Source: an optimization exercise on an open RTL-to-GDS flow (aim: small area and a short achievable clock period). Production flows keep margins and buffers that such runs may drop. At most, simulation tests tie the RTL to the original design; equivalence was not proved. No activity file was given, so power comes from the tool's default toggle rates.

==> inputs of try-umber <==
// stepper_seq
module stepper_seq (
    input  wire        clk,
    input  wire        rst,           
    input  wire [31:0] now,           
    input  wire        rx_valid,      
    input  wire [7:0]  rx_byte,
    output wire [7:0]  dig,           
    output wire        ev_valid,      
    output wire [3:0]  ev_code,       
    output wire [2:0]  st_phase0,
    output wire [15:0] st_rate0,
    output wire        st_en0,
    output wire        st_moving0,
    output wire [31:0] st_pos0,
    output wire [2:0]  st_phase1,
    output wire [15:0] st_rate1,
    output wire        st_en1,
    output wire [3:0]  st_preset
);
clock: 65.0 ns
lec_check: 0
abc_area: 1
cap_margin: 70
core_margin: 2
core_utilization: 65
cts_buf_list: sky130_fd_sc_hd__clkbuf_4 sky130_fd_sc_hd__clkbuf_8
place_density: 0.75
slew_margin: 85
standard.sh (not shown) runs the stock make flow with config.mk's settings and CLKGATE_MAP_FILE= SYNTH_SCRIPT=/design/flow/synth_recipe.tcl, a recipe that flattens the netlist after the stock synthesis.
==> flow/flow/run.sh <==
#!/bin/bash
# The standard layout, with the port buffers made of the smallest buffer cell
# (buffer_ports otherwise picks sky130_fd_sc_hd__clkdlybuf4s50_1).
set -euo pipefail
export BUFFER_PORTS_ARGS="-buffer_cell sky130_fd_sc_hd__buf_1"
bash standard.sh > standard.log 2>&1
==> inputs of try-garnet, as changes to try-umber <==
--- a/flow/design.v
+++ b/flow/design.v
@@ -195,14 +195,14 @@
     wire adv0  = tick0 & ~at_tgt0;
     wire step0 = adv0 & ~wd_trip;
     wire step1 = tick1 & ~wd_trip;
     stepper_channel u_t0 (.clk(clk), .now_lo(now[12:0]),
                           .eq0(c_eq0), .eqp(c_eqp), .eqm(c_eqm), .mcode(m0_d),
-                          .load(~en0 | due0), .due(due0));
+                          .load(new0 | due0), .due(due0));
     stepper_channel u_t1 (.clk(clk), .now_lo(now[12:0]),
                           .eq0(c_eq0), .eqp(c_eqp), .eqm(c_eqm), .mcode(m1_d),
-                          .load(~en1 | due1), .due(due1));
+                          .load(new1 | due1), .due(due1));
     wire [3:0] rem0_b = jog ? 4'd10 : rem0;
     always @(posedge clk) begin
         if (rst) begin
             preset   <= 2'd0;
             wd_watch <= 1'b0;
==> flow/config.mk (replaced) <==
export PLATFORM = sky130hd
export DESIGN_NAME = stepper_seq
export DESIGN_NICKNAME = stepper_seq
export VERILOG_FILES = /design/flow/design.v
export SDC_FILE = /design/flow/constraint.sdc
export NUM_CORES = 4
export LEC_CHECK = 0
export ABC_AREA = 1
export CAP_MARGIN = 20
export CORE_MARGIN = 2
export CORE_UTILIZATION = 65
export CTS_BUF_LIST = sky130_fd_sc_hd__clkbuf_4
export CTS_CLUSTER_DIAMETER = 200
export CTS_CLUSTER_SIZE = 40
export PLACE_DENSITY = 0.75
export SLEW_MARGIN = 20
==> comparison <==
try-umber completed with no timing, DRC or antenna violations. try-garnet completed without violations.
Against try-umber, the worst hold slack of try-garnet is lower by 0.052 ns.
Maximum frequency: try-garnet is larger than try-umber (about 24%).
Clock power: try-umber is larger than try-garnet (19%).
Synthesized cell count: try-umber is lower than try-garnet (about 1.5%).
Only the layout flow was run in try-garnet; the RTL was not checked for function there.

========
==> v28 <==
==> flow/design.v <==
module hi_step #(
    parameter LO = 13
) (
    input  wire [31:LO] now_hi,
    input  wire [31:LO] prev_hi,
    output wire         eq0,
    output wire         eqp,      
    output wire         eqm       
);
    localparam W = 32 - LO;
    wire [W-1:0] x = now_hi ^ prev_hi;
    wire [W-1:0] ones, zeros;       
    genvar i;
    generate for (i = 0; i < W; i = i + 1) begin : g_pre
        if (i == 0) begin : g0
            assign ones[i]  = 1'b1;
            assign zeros[i] = 1'b1;
        end else begin : gi
            assign ones[i]  = &prev_hi[LO+i-1:LO];
            assign zeros[i] = ~|prev_hi[LO+i-1:LO];
        end
    end endgenerate
    assign eq0 = ~|x;
    assign eqp = ~|(x ^ ones);
    assign eqm = ~|(x ^ zeros);
endmodule
module hi_step_ext (
    input  wire [5:0] now_mid,
    input  wire [5:0] prev_mid,
    input  wire       hi_eq0, hi_eqp, hi_eqm,
    output wire       eq0, eqp, eqm
);
    wire [5:0] x = now_mid ^ prev_mid;
    wire [5:0] ones, zeros;
    genvar i;
    generate for (i = 0; i < 6; i = i + 1) begin : g_pre
        if (i == 0) begin : g0
            assign ones[i]  = 1'b1;
            assign zeros[i] = 1'b1;
        end else begin : gi
            assign ones[i]  = &prev_mid[i-1:0];
            assign zeros[i] = ~|prev_mid[i-1:0];
        end
    end endgenerate
    wire top = &prev_mid;
    wire bot = ~|prev_mid;
    assign eq0 = hi_eq0 & ~|x;
    assign eqp = ~|(x ^ ones) & (top ? hi_eqp : hi_eq0);
    assign eqm = ~|(x ^ zeros) & (bot ? hi_eqm : hi_eq0);
endmodule
module lo_diff #(
    parameter LO = 13
) (
    input  wire [LO-1:0] now_lo,
    input  wire [LO-1:0] last_lo,
    input  wire          dh,
    input  wire          eq0, eqp, eqm,
    output wire [LO-1:0] y,
    output wire          b,         
    output wire          in_win     
);
    wire [LO-1:0] nn = ~now_lo;
    wire [LO-1:0] g0 = last_lo & nn;
    wire [LO-1:0] p0 = last_lo ^ nn;
    reg  [LO-1:0] G, P;
    integer lvl, j;
    always @(*) begin
        G = g0; P = p0;
        for (lvl = 1; lvl < LO; lvl = lvl * 2)
            for (j = LO - 1; j >= 0; j = j - 1)
                if ((j / lvl) % 2 == 1) begin
                    G[j] = G[j] | (P[j] & G[(j / lvl) * lvl - 1]);
                    P[j] = P[j] & P[(j / lvl) * lvl - 1];
                end
    end
    wire [LO:0] c = {G, 1'b0};           
    assign y = ~(p0 ^ c[LO-1:0]);
    assign b = c[LO];
    assign in_win = (b == dh) ? eq0 : b ? eqp : eqm;
endmodule
module stepper_channel (
    input  wire        clk,
    input  wire [12:0] now_lo,
    input  wire        eq0, eqp, eqm,  
    input  wire [1:0]  mcode,          
    input  wire        load,           
    output wire        due             
);
    reg [12:0] last_lo;
    reg        dh;
    wire [12:0] y;
    wire        b, in_win;
    lo_diff #(.LO(13)) u_d (.now_lo(now_lo), .last_lo(last_lo), .dh(dh),
                            .eq0(eq0), .eqp(eqp), .eqm(eqm),
                            .y(y), .b(b), .in_win(in_win));
    wire lt5000 = in_win & (y < 13'd5000);
    wire lt2000 = in_win & (y < 13'd2000);
    wire lt1250 = in_win & (y < 13'd1250);
    assign due = ~(mcode[1] ? lt1250 : mcode[0] ? lt2000 : lt5000);
    always @(posedge clk) begin
        if (load) last_lo <= now_lo;
        dh <= ~load & b;
    end
endmodule
module stepper_seq (
    input  wire        clk,
    input  wire        rst,           
    input  wire [31:0] now,           
    input  wire        rx_valid,      
    input  wire [7:0]  rx_byte,
    output wire [7:0]  dig,           
    output wire        ev_valid,      
    output wire [3:0]  ev_code,       
    output wire [2:0]  st_phase0,
    output wire [15:0] st_rate0,
    output wire        st_en0,
    output wire        st_moving0,
    output wire [31:0] st_pos0,
    output wire [2:0]  st_phase1,
    output wire [15:0] st_rate1,
    output wire        st_en1,
    output wire [3:0]  st_preset
);
    localparam [31:0] TIMEOUT = 32'd500000;
    reg  [1:0]  preset;         
    reg         wd_watch;       
    reg  [18:0] wd_last_lo;     
    reg         wd_dh;          
    reg  [31:13] now_prev;      
    reg         evv, evq;       
    reg         en0, s0, mv0, hm0, sp0, ls0, cp0;
    reg  [1:0]  m0;
    reg  [3:0]  rem0;
    reg  [31:0] q0;
    reg         en1, s1, ls1;
    reg  [1:0]  m1;
    reg  [1:0]  q1;
    wire [32:0] pc;
    wire [31:0] pos;
    assign pc[0] = ls0;
    genvar gi;
    generate for (gi = 0; gi < 32; gi = gi + 1) begin : g_pos
        assign pos[gi]  = q0[gi] ^ pc[gi];
        assign pc[gi+1] = pc[gi] & (q0[gi] ^ s0);
    end endgenerate
    wire [1:0]  ph1 = q1 + {ls1 & s1, ls1};
    wire [7:0] b = rx_byte;
    wire is_fwd   = rx_valid && (b == 8'h77 || b == 8'h57);             
    wire is_rev   = rx_valid && (b == 8'h73 || b == 8'h53);             
    wire is_left  = rx_valid && (b == 8'h61 || b == 8'h41);             
    wire is_right = rx_valid && (b == 8'h64 || b == 8'h44);             
    wire is_stop  = rx_valid && (b == 8'h78 || b == 8'h58 || b == 8'h20);  
    wire is_pre   = rx_valid && (b >= 8'h31 && b <= 8'h33);             
    wire is_query = rx_valid && (b == 8'h3F);                           
    wire is_jogf  = rx_valid && (b == 8'h2B);                           
    wire is_jogr  = rx_valid && (b == 8'h2D);                           
    wire is_home  = rx_valid && (b == 8'h68 || b == 8'h48);             
    wire drive     = is_fwd | is_rev | is_left | is_right;
    wire set_rate  = drive | is_stop;
    wire jog       = is_jogf | is_jogr;
    wire valid_dir = set_rate | is_pre | is_query | jog | is_home;
    wire        c_eq0, c_eqp, c_eqm, w_eq0, w_eqp, w_eqm;
    hi_step #(.LO(19)) u_hw (.now_hi(now[31:19]), .prev_hi(now_prev[31:19]),
                             .eq0(w_eq0), .eqp(w_eqp), .eqm(w_eqm));
    hi_step_ext u_hc (.now_mid(now[18:13]), .prev_mid(now_prev[18:13]),
                      .hi_eq0(w_eq0), .hi_eqp(w_eqp), .hi_eqm(w_eqm),
                      .eq0(c_eq0), .eqp(c_eqp), .eqm(c_eqm));
    wire [18:0] wd_y;
    wire        wd_b, wd_in;
    lo_diff #(.LO(19)) u_wd (.now_lo(now[18:0]), .last_lo(wd_last_lo), .dh(wd_dh),
                             .eq0(w_eq0), .eqp(w_eqp), .eqm(w_eqm),
                             .y(wd_y), .b(wd_b), .in_win(wd_in));
    wire        wd_trip = wd_watch & ~valid_dir & ~(wd_in & (wd_y <= TIMEOUT[18:0]));
    wire pos_zero = (pos == 32'd0);
    wire pos_ones = (pos == 32'hFFFFFFFF);
    wire pos_min  = (pos == 32'h80000000);
    wire mv_start = jog | (is_home & ~pos_zero);      
    wire mv_stop  = is_home & pos_zero;               
    wire       en0_d = set_rate ? drive : mv_start ? 1'b1 : mv_stop ? 1'b0 : en0;
    wire       s0_d  = set_rate ? (is_rev | is_left) :
                       mv_start ? (jog ? is_jogr : ~pos[31]) : s0;
    wire [1:0] m0_d  = set_rate ? preset : mv_start ? 2'd1 : m0;
    wire       mv0_d = mv_start | (mv0 & ~set_rate & ~mv_stop);
    wire       new0  = ~en0 & (drive | mv_start);     
    wire at_tgt0 = mv0 & ~set_rate & ~is_home & ~jog &
                   (hm0 ? (sp0 ? pos_ones : pos_zero) : (rem0 == 4'd0));
    wire       en1_d = set_rate ? drive : en1;
    wire       s1_d  = set_rate ? (is_rev | is_right) : s1;
    wire [1:0] m1_d  = set_rate ? preset : m1;
    wire       new1  = ~en1 & drive;
    wire due0, due1;
    wire tick0 = en0_d & ~new0 & due0;
    wire tick1 = en1_d & ~new1 & due1;
    wire done0 = tick0 & at_tgt0;
    wire adv0  = tick0 & ~at_tgt0;
    wire step0 = adv0 & ~wd_trip;
    wire step1 = tick1 & ~wd_trip;
    stepper_channel u_t0 (.clk(clk), .now_lo(now[12:0]),
                          .eq0(c_eq0), .eqp(c_eqp), .eqm(c_eqm), .mcode(m0_d),
                          .load(new0 | due0), .due(due0));
    stepper_channel u_t1 (.clk(clk), .now_lo(now[12:0]),
                          .eq0(c_eq0), .eqp(c_eqp), .eqm(c_eqm), .mcode(m1_d),
                          .load(new1 | due1), .due(due1));
    wire [3:0] rem0_b = jog ? 4'd10 : rem0;
    always @(posedge clk) begin
        if (rst) begin
            preset   <= 2'd0;
            wd_watch <= 1'b0;
            evv      <= 1'b0;
            en0      <= 1'b0;
            mv0      <= 1'b0;
            ls0      <= 1'b0;
            q0       <= 32'd0;
            en1      <= 1'b0;
            ls1      <= 1'b0;
            q1       <= 2'd0;
        end else begin
            if (is_pre)
                preset <= {b[1] & b[0], b[1] & ~b[0]};
            wd_watch <= valid_dir | (wd_watch & ~wd_trip);
            evv      <= is_query | wd_trip;
            en0      <= en0_d & ~wd_trip & ~done0;
            mv0      <= mv0_d & ~wd_trip & ~done0;
            ls0      <= step0;
            q0       <= pos;
            en1      <= en1_d & ~wd_trip;
            ls1      <= step1;
            q1       <= ph1;
        end
        now_prev <= now[31:13];
        if (valid_dir)
            wd_last_lo <= now[18:0];
        wd_dh <= ~valid_dir & wd_b;
        evq  <= is_query;
        cp0  <= done0;
        s0   <= s0_d;
        m0   <= m0_d;
        s1   <= s1_d;
        m1   <= m1_d;
        if (mv_start) begin
            hm0 <= is_home;
            sp0 <= pos_min;
        end
        rem0 <= adv0 ? rem0_b - 4'd1 : rem0_b;
    end
    reg [3:0] pat0;
    always @(*) begin
        case (pos[2:0])
            3'd0: pat0 = 4'h1;
            3'd1: pat0 = 4'h3;
            3'd2: pat0 = 4'h2;
            3'd3: pat0 = 4'h6;
            3'd4: pat0 = 4'h4;
            3'd5: pat0 = 4'hC;
            3'd6: pat0 = 4'h8;
            default: pat0 = 4'h9;
        endcase
    end
    wire [3:0] pat1 = 4'h1 << ph1;
    assign dig = {en1 ? pat1 : 4'h0, en0 ? pat0 : 4'h0};
    assign ev_valid = evv;
    assign ev_code  = {1'b0, evq, ~evq, ~evq};
    function [15:0] rate_val(input en, input s, input [1:0] m);
        reg [15:0] mag;
        begin
            mag = m[1] ? 16'd800 : m[0] ? 16'd500 : 16'd200;
            rate_val = ~en ? 16'd0 : s ? (~mag + 16'd1) : mag;
        end
    endfunction
    assign st_pos0    = q0;
    assign st_phase0  = q0[2:0];
    assign st_en0     = en0 | cp0;
    assign st_moving0 = mv0 | cp0;
    assign st_rate0   = rate_val(en0 | cp0, s0, m0);
    assign st_phase1  = {1'b0, q1};
    assign st_en1     = en1;
    assign st_rate1   = rate_val(en1, s1, m1);
    assign st_preset  = {2'b00, preset};
endmodule
==> flow/flow/run.sh <==
#!/bin/bash
# The standard layout, with the port buffers made of the smallest buffer cell
# (buffer_ports otherwise picks sky130_fd_sc_hd__clkdlybuf4s50_1).
set -euo pipefail
export BUFFER_PORTS_ARGS="-buffer_cell sky130_fd_sc_hd__buf_1"
bash standard.sh > standard.log 2>&1
==> flow/standard.sh <==
#!/bin/bash
# synth_recipe.tcl (not shown) runs the flow's synth.tcl, then flattens the netlist and writes it again
# the make line also repeats each setting of config.mk as NAME=value (left out here)
make -C /OpenROAD-flow-scripts/flow DESIGN_CONFIG=/design/flow/config.mk WORK_HOME=/design/flow/orfs CLKGATE_MAP_FILE= SYNTH_SCRIPT=/design/flow/synth_recipe.tcl "${@:-finish}"
==> flow/config.mk <==
export PLATFORM = sky130hd
export DESIGN_NAME = stepper_seq
export DESIGN_NICKNAME = stepper_seq
export VERILOG_FILES = /design/flow/design.v
export SDC_FILE = /design/flow/constraint.sdc
export NUM_CORES = 4
export LEC_CHECK = 0
export ABC_AREA = 1
export CAP_MARGIN = 20
export CORE_MARGIN = 2
export CORE_UTILIZATION = 65
export CTS_BUF_LIST = sky130_fd_sc_hd__clkbuf_4 sky130_fd_sc_hd__clkbuf_8
export PLACE_DENSITY = 0.75
export SLEW_MARGIN = 20
==> flow/constraint.sdc <==
create_clock -name core_clock -period 65.0 [get_ports {clk}]
set_input_delay 13.0000 -clock core_clock [delete_from_list [all_inputs] [get_ports {clk}]]
set_output_delay 13.0000 -clock core_clock [all_outputs]
set_load 0.01 [all_outputs]
==> v37 (differences from v28) <==
--- a/flow/design.v
+++ b/flow/design.v
@@ -197,10 +197,10 @@
     wire step1 = tick1 & ~wd_trip;
     stepper_channel u_t0 (.clk(clk), .now_lo(now[12:0]),
                           .eq0(c_eq0), .eqp(c_eqp), .eqm(c_eqm), .mcode(m0_d),
-                          .load(new0 | due0), .due(due0));
+                          .load(~en0 | due0), .due(due0));
     stepper_channel u_t1 (.clk(clk), .now_lo(now[12:0]),
                           .eq0(c_eq0), .eqp(c_eqp), .eqm(c_eqm), .mcode(m1_d),
-                          .load(new1 | due1), .due(due1));
+                          .load(~en1 | due1), .due(due1));
     wire [3:0] rem0_b = jog ? 4'd10 : rem0;
     always @(posedge clk) begin
         if (rst) begin
==> flow/flow/run.sh (replaced) <==
#!/bin/bash
# The standard layout, with two changes to how it is made:
# - the port buffers are the smallest buffer cell (buffer_ports otherwise
#   picks sky130_fd_sc_hd__clkdlybuf4s50_1);
# - clock tree synthesis adds no dummy loads to balance the tree.
set -euo pipefail
export BUFFER_PORTS_ARGS="-buffer_cell sky130_fd_sc_hd__buf_1"
export CTS_ARGS="-sink_clustering_enable -repair_clock_nets -dont_use_dummy_load -buf_list sky130_fd_sc_hd__clkbuf_4"
bash standard.sh > standard.log 2>&1
--- a/flow/config.mk
+++ b/flow/config.mk
@@ -6,9 +6,9 @@
 export NUM_CORES = 4
 export LEC_CHECK = 0
 export ABC_AREA = 1
-export CAP_MARGIN = 20
+export CAP_MARGIN = 40
 export CORE_MARGIN = 2
 export CORE_UTILIZATION = 65
 export CTS_BUF_LIST = sky130_fd_sc_hd__clkbuf_4 sky130_fd_sc_hd__clkbuf_8
 export PLACE_DENSITY = 0.75
-export SLEW_MARGIN = 20
+export SLEW_MARGIN = 75
==> v14 (differences from v28) <==
--- a/flow/design.v
+++ b/flow/design.v
@@ -197,10 +197,10 @@
     wire step1 = tick1 & ~wd_trip;
     stepper_channel u_t0 (.clk(clk), .now_lo(now[12:0]),
                           .eq0(c_eq0), .eqp(c_eqp), .eqm(c_eqm), .mcode(m0_d),
-                          .load(new0 | due0), .due(due0));
+                          .load(~en0 | due0), .due(due0));
     stepper_channel u_t1 (.clk(clk), .now_lo(now[12:0]),
                           .eq0(c_eq0), .eqp(c_eqp), .eqm(c_eqm), .mcode(m1_d),
-                          .load(new1 | due1), .due(due1));
+                          .load(~en1 | due1), .due(due1));
     wire [3:0] rem0_b = jog ? 4'd10 : rem0;
     always @(posedge clk) begin
         if (rst) begin
==> flow/flow/run.sh (replaced) <==
#!/bin/bash
# The standard layout, with two changes to how it is made:
# - the port buffers are the smallest buffer cell (buffer_ports otherwise
#   picks sky130_fd_sc_hd__clkdlybuf4s50_1);
# - clock tree synthesis adds no dummy loads to balance the tree.
set -euo pipefail
export BUFFER_PORTS_ARGS="-buffer_cell sky130_fd_sc_hd__buf_1"
export CTS_ARGS="-sink_clustering_enable -repair_clock_nets -dont_use_dummy_load -buf_list sky130_fd_sc_hd__clkbuf_4"
bash standard.sh > standard.log 2>&1
--- a/flow/config.mk
+++ b/flow/config.mk
@@ -6,9 +6,11 @@
 export NUM_CORES = 4
 export LEC_CHECK = 0
 export ABC_AREA = 1
-export CAP_MARGIN = 20
+export CAP_MARGIN = 40
+export CELL_PAD_IN_SITES_DETAIL_PLACEMENT = 0
+export CELL_PAD_IN_SITES_GLOBAL_PLACEMENT = 0
 export CORE_MARGIN = 2
-export CORE_UTILIZATION = 65
+export CORE_UTILIZATION = 70
 export CTS_BUF_LIST = sky130_fd_sc_hd__clkbuf_4 sky130_fd_sc_hd__clkbuf_8
-export PLACE_DENSITY = 0.75
-export SLEW_MARGIN = 20
+export PLACE_DENSITY = 0.8
+export SLEW_MARGIN = 60
==> summary.txt <==
Setup path
  • Max incr delay on CP: 0.48 ns
  • Worst-case reg-to-reg path depth: 22
  • WP data required: 65.44 ns

Status
  • Status: complete, no violations

Global route
  • Met2 capacity usage during global routing: 0.4465
  • Met3 Usage GRT: 0.06226
  • Antenna violations before repair: 2

STA
  • Final Cycle Share: 0.2459
  • Worst setup margin: 49.01 ns

Power and ir drop
  • Clk pwr share: 0.223
  • Clock Power: 0.0362 mW
  • Seq pwr share: 0.540

Cells and area
  • Area Growth Syn to Fin: 10.13%

Place
  • Area post-placement: 9135 um^2

Synthesis
  • Top cells by count, synth: 221 x nand2_1, 188 x inv_1, 154 x nor2_1
  • Area share of the largest cell type after synthesis: 0.1769

Die
  • Row cnt: 41
  • Taps Inserted: 172
Source of the figures above: v37

==> summary.txt <==
Status
  • Status: complete, no violations

Cells and area
  • Area Growth Syn to Fin: 10.39%

STA
  • Final Cycle Share: 0.2543
  • Worst setup margin: between 40 and 50 ns

Place
  • Post-DP HPWL: ~15 mm

Die
  • Taps Inserted: 176
  • Ports: 133

Global route
  • Antenna violations before repair: 0
  • Met2 capacity usage during global routing: 0.4662
  • Met3 Usage GRT: 0.04646

Setup path
  • WP data required: 64.96 ns
  • Max incr delay on CP: 0.66 ns
  • Worst-case reg-to-reg path depth: 21

Power and ir drop
  • Clk pwr share: 0.346
  • Clock Power: approximately 0.070 mW

Synthesis
  • Top cells by count, synth: 229 x nand2_1, 185 x inv_1, 149 x nor2_1
  • Area share of the largest cell type after synthesis: 0.1741
Source of the figures above: v28

==> summary.txt <==
Synthesis
  • Area share of the largest cell type after synthesis: 0.1769

STA
  • Worst setup margin: between 40 and 50 ns

Power and ir drop
  • Seq pwr share: 0.543

Setup path
  • Max incr delay on CP: 0.48 ns

Global route
  • Met2 capacity usage during global routing: 0.4639
  • Antenna violations before repair: 1
  • Met3 Usage GRT: 0.07147

Status
  • Status: complete, no violations

Die
  • Taps Inserted: 147
  • Row cnt: 40
Source of the figures above: v14

For v28, only the layout was checked, not whether the RTL still works.

re-timing with driven ports:
No port has a modelled driver above. Below, the same layouts with a new extraction and two added sets of constraints.
Step 1, drivers: a clkbuf_16 drives clk and a buf_2 each remaining input, both assumed.
Step 2 moves the port delays by t, midway between the first and last clock arrival at a register: inputs arrive t later, outputs are due t later. That takes back most of the time a late clock gives input paths.
Slacks: no drivers / after step 1 / after step 2; pairs: no drivers / after step 1.
run	t, ns	setup slack, ns	hold WS [ns]	latest minus earliest clock arrival (ns)	worst slew at a driven data input, ns
try-umber	0.506	44.627 / 44.646 / 44.140	0.521 / 0.521 / 0.521	0.014 / 0.014	0.04
try-garnet	0.597	48.569 / 48.583 / 47.986	0.470 / 0.470 / 0.470	0.018 / 0.019	0.04
v28	0.494	48.469 / 48.480 / 47.986	0.464 / 0.464 / 0.464	0.011 / 0.011	0.04
v37	0.583	49.015 / 49.031 / 48.448	0.466 / 0.466 / 0.466	0.033 / 0.033	0.03
v14	0.551	48.634 / 48.648 / 48.097	0.470 / 0.470 / 0.470	0.044 / 0.043	0.03
After both steps every run listed still meets setup and hold. The setup slack of try-garnet, which loses most, moves by +0.014 ns with the drivers and by -0.583 ns with both steps.
